Source: an optimization exercise on an open RTL-to-GDS flow (aim: small area, a short achievable clock period and few clock cycles). Production flows keep margins and buffers that such runs may drop.
RTL that was checked went through simulation tests only; none was proved equivalent to the original.
No activity file was given, so power comes from the tool's default toggle rates.

// qser
module qser (
    input  wire        clk,
    input  wire        rst,
    input  wire        req_valid,
    output wire        req_ready,
    input  wire [3:0]  req_op,
    input  wire [1:0]  req_gain,
    input  wire [1:0]  req_pol,
    input  wire [1:0]  req_addr,
    input  wire [1:0]  req_param,
    input  wire [31:0] req_a0,
    input  wire [31:0] req_a1,
    input  wire [31:0] req_a2,
    input  wire [31:0] req_a3,
    input  wire [31:0] req_a4,
    input  wire [15:0] req_r0,
    input  wire [15:0] req_r1,
    output wire        tx_valid,
    output wire [7:0]  tx_data,
    input  wire        tx_ready,
    output wire        rsp_valid,
    output wire [2:0]  rsp_kind,
    output wire [3:0]  rsp_reason
);
Size: about 5,400 cells after synthesis, about 670 flip-flops, about 230 I/O pins, about 50,000 sq um of cells after synthesis.
Settings: LEC_CHECK=0, CAP_MARGIN=20, CORE_MARGIN=2, CORE_UTILIZATION=45, SETUP_SLACK_MARGIN=5, SLEW_MARGIN=20; clock period 10.0 ns.
standard.sh (not shown) runs the stock make flow with config.mk's settings and CLKGATE_MAP_FILE= SYNTH_SCRIPT=/design/flow/synth_recipe.tcl, a recipe that flattens the netlist after the stock synthesis.
==> flow/flow/run.sh <==
#!/bin/bash
set -o pipefail
bash standard.sh finish SETUP_SLACK_MARGIN=6 > standard.log 2>&1
Rerun with:
==> flow/run.sh (new file) <==
#!/bin/bash
# synth_recipe.tcl (not shown) runs the flow's synth.tcl, then flattens the netlist and writes it again
# the make line also repeats each setting of config.mk as NAME=value (left out here)
make -C /OpenROAD-flow-scripts/flow DESIGN_CONFIG=/design/flow/config.mk WORK_HOME=/design/flow/orfs CLKGATE_MAP_FILE= SYNTH_SCRIPT=/design/flow/synth_recipe.tcl finish
removed: flow/flow/run.sh
removed: flow/standard.sh
Effect: Clock power is about the same; area after synthesis is unchanged; critical path depth fell by 1; hold slack gets worse by 0.023 ns; combinational power came out lower by 19%; fmax is lower by 3.3%.
No run of this note included a check of the RTL's function; only the layout flow was run.

* * *

Another version of the RTL of qser (not shown whole).
Size: about 550 flip-flops, about 230 I/O pins.
==> flow/design.v (excerpt) <==
module qser (
    input  wire        clk,
    input  wire        rst,
    input  wire        req_valid,
    output wire        req_ready,
    input  wire [3:0]  req_op,
    input  wire [1:0]  req_gain,
    input  wire [1:0]  req_pol,
    input  wire [1:0]  req_addr,
    input  wire [1:0]  req_param,
    input  wire [31:0] req_a0,
    input  wire [31:0] req_a1,
    input  wire [31:0] req_a2,
    input  wire [31:0] req_a3,
    input  wire [31:0] req_a4,
    input  wire [15:0] req_r0,
    input  wire [15:0] req_r1,
    output wire        tx_valid,
    output wire [7:0]  tx_data,
    input  wire        tx_ready,
    output wire        rsp_valid,
    output wire [2:0]  rsp_kind,
    output wire [3:0]  rsp_reason
);
Settings: LEC_CHECK=0, CAP_MARGIN=20, CORE_MARGIN=2, CORE_UTILIZATION=40, SLEW_MARGIN=20; clock period 10.0 ns.
run.sh (not shown) runs the stock make flow with config.mk's settings and CLKGATE_MAP_FILE= SYNTH_SCRIPT=/design/flow/synth_recipe.tcl, a recipe that flattens the netlist after the stock synthesis.
Stock flow here: none of the scripts above is used.
==> next run, changes <==
ABC_CLOCK_PERIOD_IN_PS = 3000   (was default)
SETUP_SLACK_MARGIN = 5   (was default)
Outcome: Combinational power climbs by 19%; design area is higher by 8.8%; cell count grows by 3.8%; flip-flop and latch count does not change; hold slack barely changes.
No run of this note included a check of the RTL's function; only the layout flow was run.

* * *

garnet:
qser, a different RTL version from the one above (not shown whole).
Size: about 650 flip-flops, ~230 I/O pins, about 0.050 sq mm of cells after synthesis.
==> flow/design.v (excerpt) <==
module qser (
    input  wire        clk,
    input  wire        rst,
    input  wire        req_valid,
    output wire        req_ready,
    input  wire [3:0]  req_op,
    input  wire [1:0]  req_gain,
    input  wire [1:0]  req_pol,
    input  wire [1:0]  req_addr,
    input  wire [1:0]  req_param,
    input  wire [31:0] req_a0,
    input  wire [31:0] req_a1,
    input  wire [31:0] req_a2,
    input  wire [31:0] req_a3,
    input  wire [31:0] req_a4,
    input  wire [15:0] req_r0,
    input  wire [15:0] req_r1,
    output wire        tx_valid,
    output wire [7:0]  tx_data,
    input  wire        tx_ready,
    output wire        rsp_valid,
    output wire [2:0]  rsp_kind,
    output wire [3:0]  rsp_reason
);
==> flow/config.mk <==
export PLATFORM = sky130hd
export DESIGN_NAME = qser
export DESIGN_NICKNAME = qser
export VERILOG_FILES = /design/flow/design.v
export SDC_FILE = /design/flow/constraint.sdc
export NUM_CORES = 4
export LEC_CHECK = 0
export CAP_MARGIN = 8
export CORE_MARGIN = 2
export CORE_UTILIZATION = 55
export SETUP_SLACK_MARGIN = 5
export SLEW_MARGIN = 8
==> flow/constraint.sdc <==
create_clock -name core_clock -period 10.0 [get_ports {clk}]
set_input_delay 2.0000 -clock core_clock [delete_from_list [all_inputs] [get_ports {clk}]]
set_output_delay 2.0000 -clock core_clock [all_outputs]
set_load 0.01 [all_outputs]
Testbench counts of garnet, summed over its fixed seeds: cycles 45,453.
The inputs of nickel differ from those of garnet as listed below.
Settings: swapping 8 for 20 in SLEW_MARGIN; swapping 8 for 20 in CAP_MARGIN; swapping 55 for 45 in CORE_UTILIZATION.
Notes after the runs:
HPWL reported at the end of detailed placement sits higher in nickel than in garnet. The higher utilization came out of garnet. Summary of the comparison: number of nets in the layout is higher in nickel, relative to garnet. nickel ended up with a higher final standard cell area without fillers than garnet did. Comparing garnet and nickel, initial cell density of the core is higher on garnet. nickel vs. garnet: fraction of area in non-clock buffers shows an increase of 0.35 points; number of non-clock buffers saw an increase; worst setup slack now smaller.
Relative to nickel, the following input files were edited for onyx:
Settings: SLEW_MARGIN changed from 20 to 10; CAP_MARGIN changed from 20 to 10; CORE_UTILIZATION changed from 45 to 55.
[summary]
In the metrics for nickel and onyx, the one carrying the higher worst clock skew is nickel.
Between nickel and onyx, global-route usage is higher for onyx, nickel comes in under that.
onyx vs nickel — cell count dropped by a few percent
Compared with nickel, onyx shows share of the cycle needed by the critical path after routing lower by 2.2 points.
Against nickel, cell area in onyx came out better.
Proportion of final cell area spent on non-clock buffers came out lower on onyx than on nickel.
Diff nickel -> onyx: layout overhead on the synthesized area went down 1.5 points; maximum clock rate went up 4.6%.
Slew of the pin with the lowest slew margin sits higher in onyx than in nickel.

* * *

qser again, from the RTL that the note above started with.
clock: 10.0 ns
lec_check: 0
cap_margin: 20
core_margin: 2
core_utilization: 62
setup_slack_margin: 5
slew_margin: 20
Testbench counts at the start, summed over its fixed seeds: cycles 45,453.
Next try:
--- a/flow/config.mk
+++ b/flow/config.mk
@@ -8,5 +8,5 @@
 export CAP_MARGIN = 20
 export CORE_MARGIN = 2
-export CORE_UTILIZATION = 62
+export CORE_UTILIZATION = 55
 export SETUP_SLACK_MARGIN = 5
 export SLEW_MARGIN = 20
Effect:
- global-route usage decreases by 5.1 points
- first-iteration DRC count came out lower by 17%
- utilization went down by 8.0 points
- final area went up by 0.56%
- power rose by about 0.5%
- worst hold slack improved by 0.012 ns

* * *

== red ==
Another version of the RTL of qser (not shown whole).
Size: roughly 5700 cells after synthesis, roughly 650 flip-flops, roughly 230 I/O pins, roughly 54000 sq um of cells after synthesis.
Settings: LEC_CHECK=0, CAP_MARGIN=20, CORE_MARGIN=2, CORE_UTILIZATION=45, SETUP_SLACK_MARGIN=5, SLEW_MARGIN=20; clock period 10.0 ns.
red ran to completion and came out clean on the timing, DRC and antenna checks.
What blue does differently from red at the input level:
==> flow/flow/run.sh (new file) <==
#!/bin/bash
set -o pipefail
bash standard.sh finish SETUP_SLACK_MARGIN=6 > standard.log 2>&1
==> flow/standard.sh (new file) <==
#!/bin/bash
# synth_recipe.tcl (not shown) runs the flow's synth.tcl, then flattens the netlist and writes it again
# the make line also repeats each setting of config.mk as NAME=value (left out here)
make -C /OpenROAD-flow-scripts/flow DESIGN_CONFIG=/design/flow/config.mk WORK_HOME=/design/flow/orfs CLKGATE_MAP_FILE= SYNTH_SCRIPT=/design/flow/synth_recipe.tcl "${@:-finish}"
removed: flow/run.sh
==> notes.md <==
Compared blue against red; highest clock frequency the design can meet within noise.
The number of filler cells placed in the layout number comes out higher for red vs blue.
Initial antenna violation count delta for blue relative to red: 3 higher
Re synthesized area: no difference whatsoever between red and blue.
Sequential portion of the cell area: higher on red
Relative to red, the combinational power of blue is higher by about 17%.
blue reports its worst setup path endpoint as r_a3[30] while red reports r_a3[29].
Going from red to blue, multi-input logic portion of the cell area went down 0.69 points; hold slack decreased 12 ps; setup slack at placement up 250 ps.
Diff red -> blue | total wire length after detailed routing | up by a few percent
No run of this note included a check of the RTL's function; only the layout flow was run.

afterwards: timing with drivers on the ports:
The flow's constraints put no driver on any port. The routed layouts listed below were extracted and timed again, unchanged, in two steps. Step 1 sets driving cells, clkbuf_16 on the clock port and buf_2 on the other inputs (assumed; they add their load-dependent delay and slew). Step 2 times the ports against the registers' clock, not the clock port: input delays grow and output delays shrink by t, the midpoint of the rising clock arrivals with the driver on. Three values: no drivers, after step 1, after step 2; two values: the first two.
run | t (ns) | setup WS [ns] | hold WS [ns]
the first run of note 1 | 0.761 | 5.187 / 5.187 / 5.187 | 0.491 / 0.491 / 0.491
the second run of note 1 | 0.748 | 5.022 / 5.022 / 5.022 | 0.468 / 0.468 / 0.468
the first run of note 2 | 0.786 | 2.150 / 2.150 / 2.150 | 0.508 / 0.508 / 0.508
the second run of note 2 | 0.779 | 3.566 / 3.566 / 3.566 | 0.509 / 0.509 / 0.509
garnet | 0.728 | 5.150 / 5.150 / 4.987 | 0.476 / 0.476 / 0.476
nickel | 0.753 | 4.930 / 4.930 / 4.930 | 0.489 / 0.489 / 0.489
onyx | 0.728 | 5.150 / 5.150 / 4.987 | 0.476 / 0.476 / 0.476
the first run of note 4 | 0.720 | 5.067 / 5.067 / 4.929 | 0.466 / 0.466 / 0.466
the second run of note 4 | 0.736 | 5.024 / 5.024 / 4.968 | 0.477 / 0.477 / 0.477
red | 0.745 | 4.721 / 4.721 / 4.721 | 0.506 / 0.506 / 0.506
blue | 0.742 | 4.727 / 4.727 / 4.727 | 0.494 / 0.494 / 0.494
After both steps setup and hold are still met in every run listed.
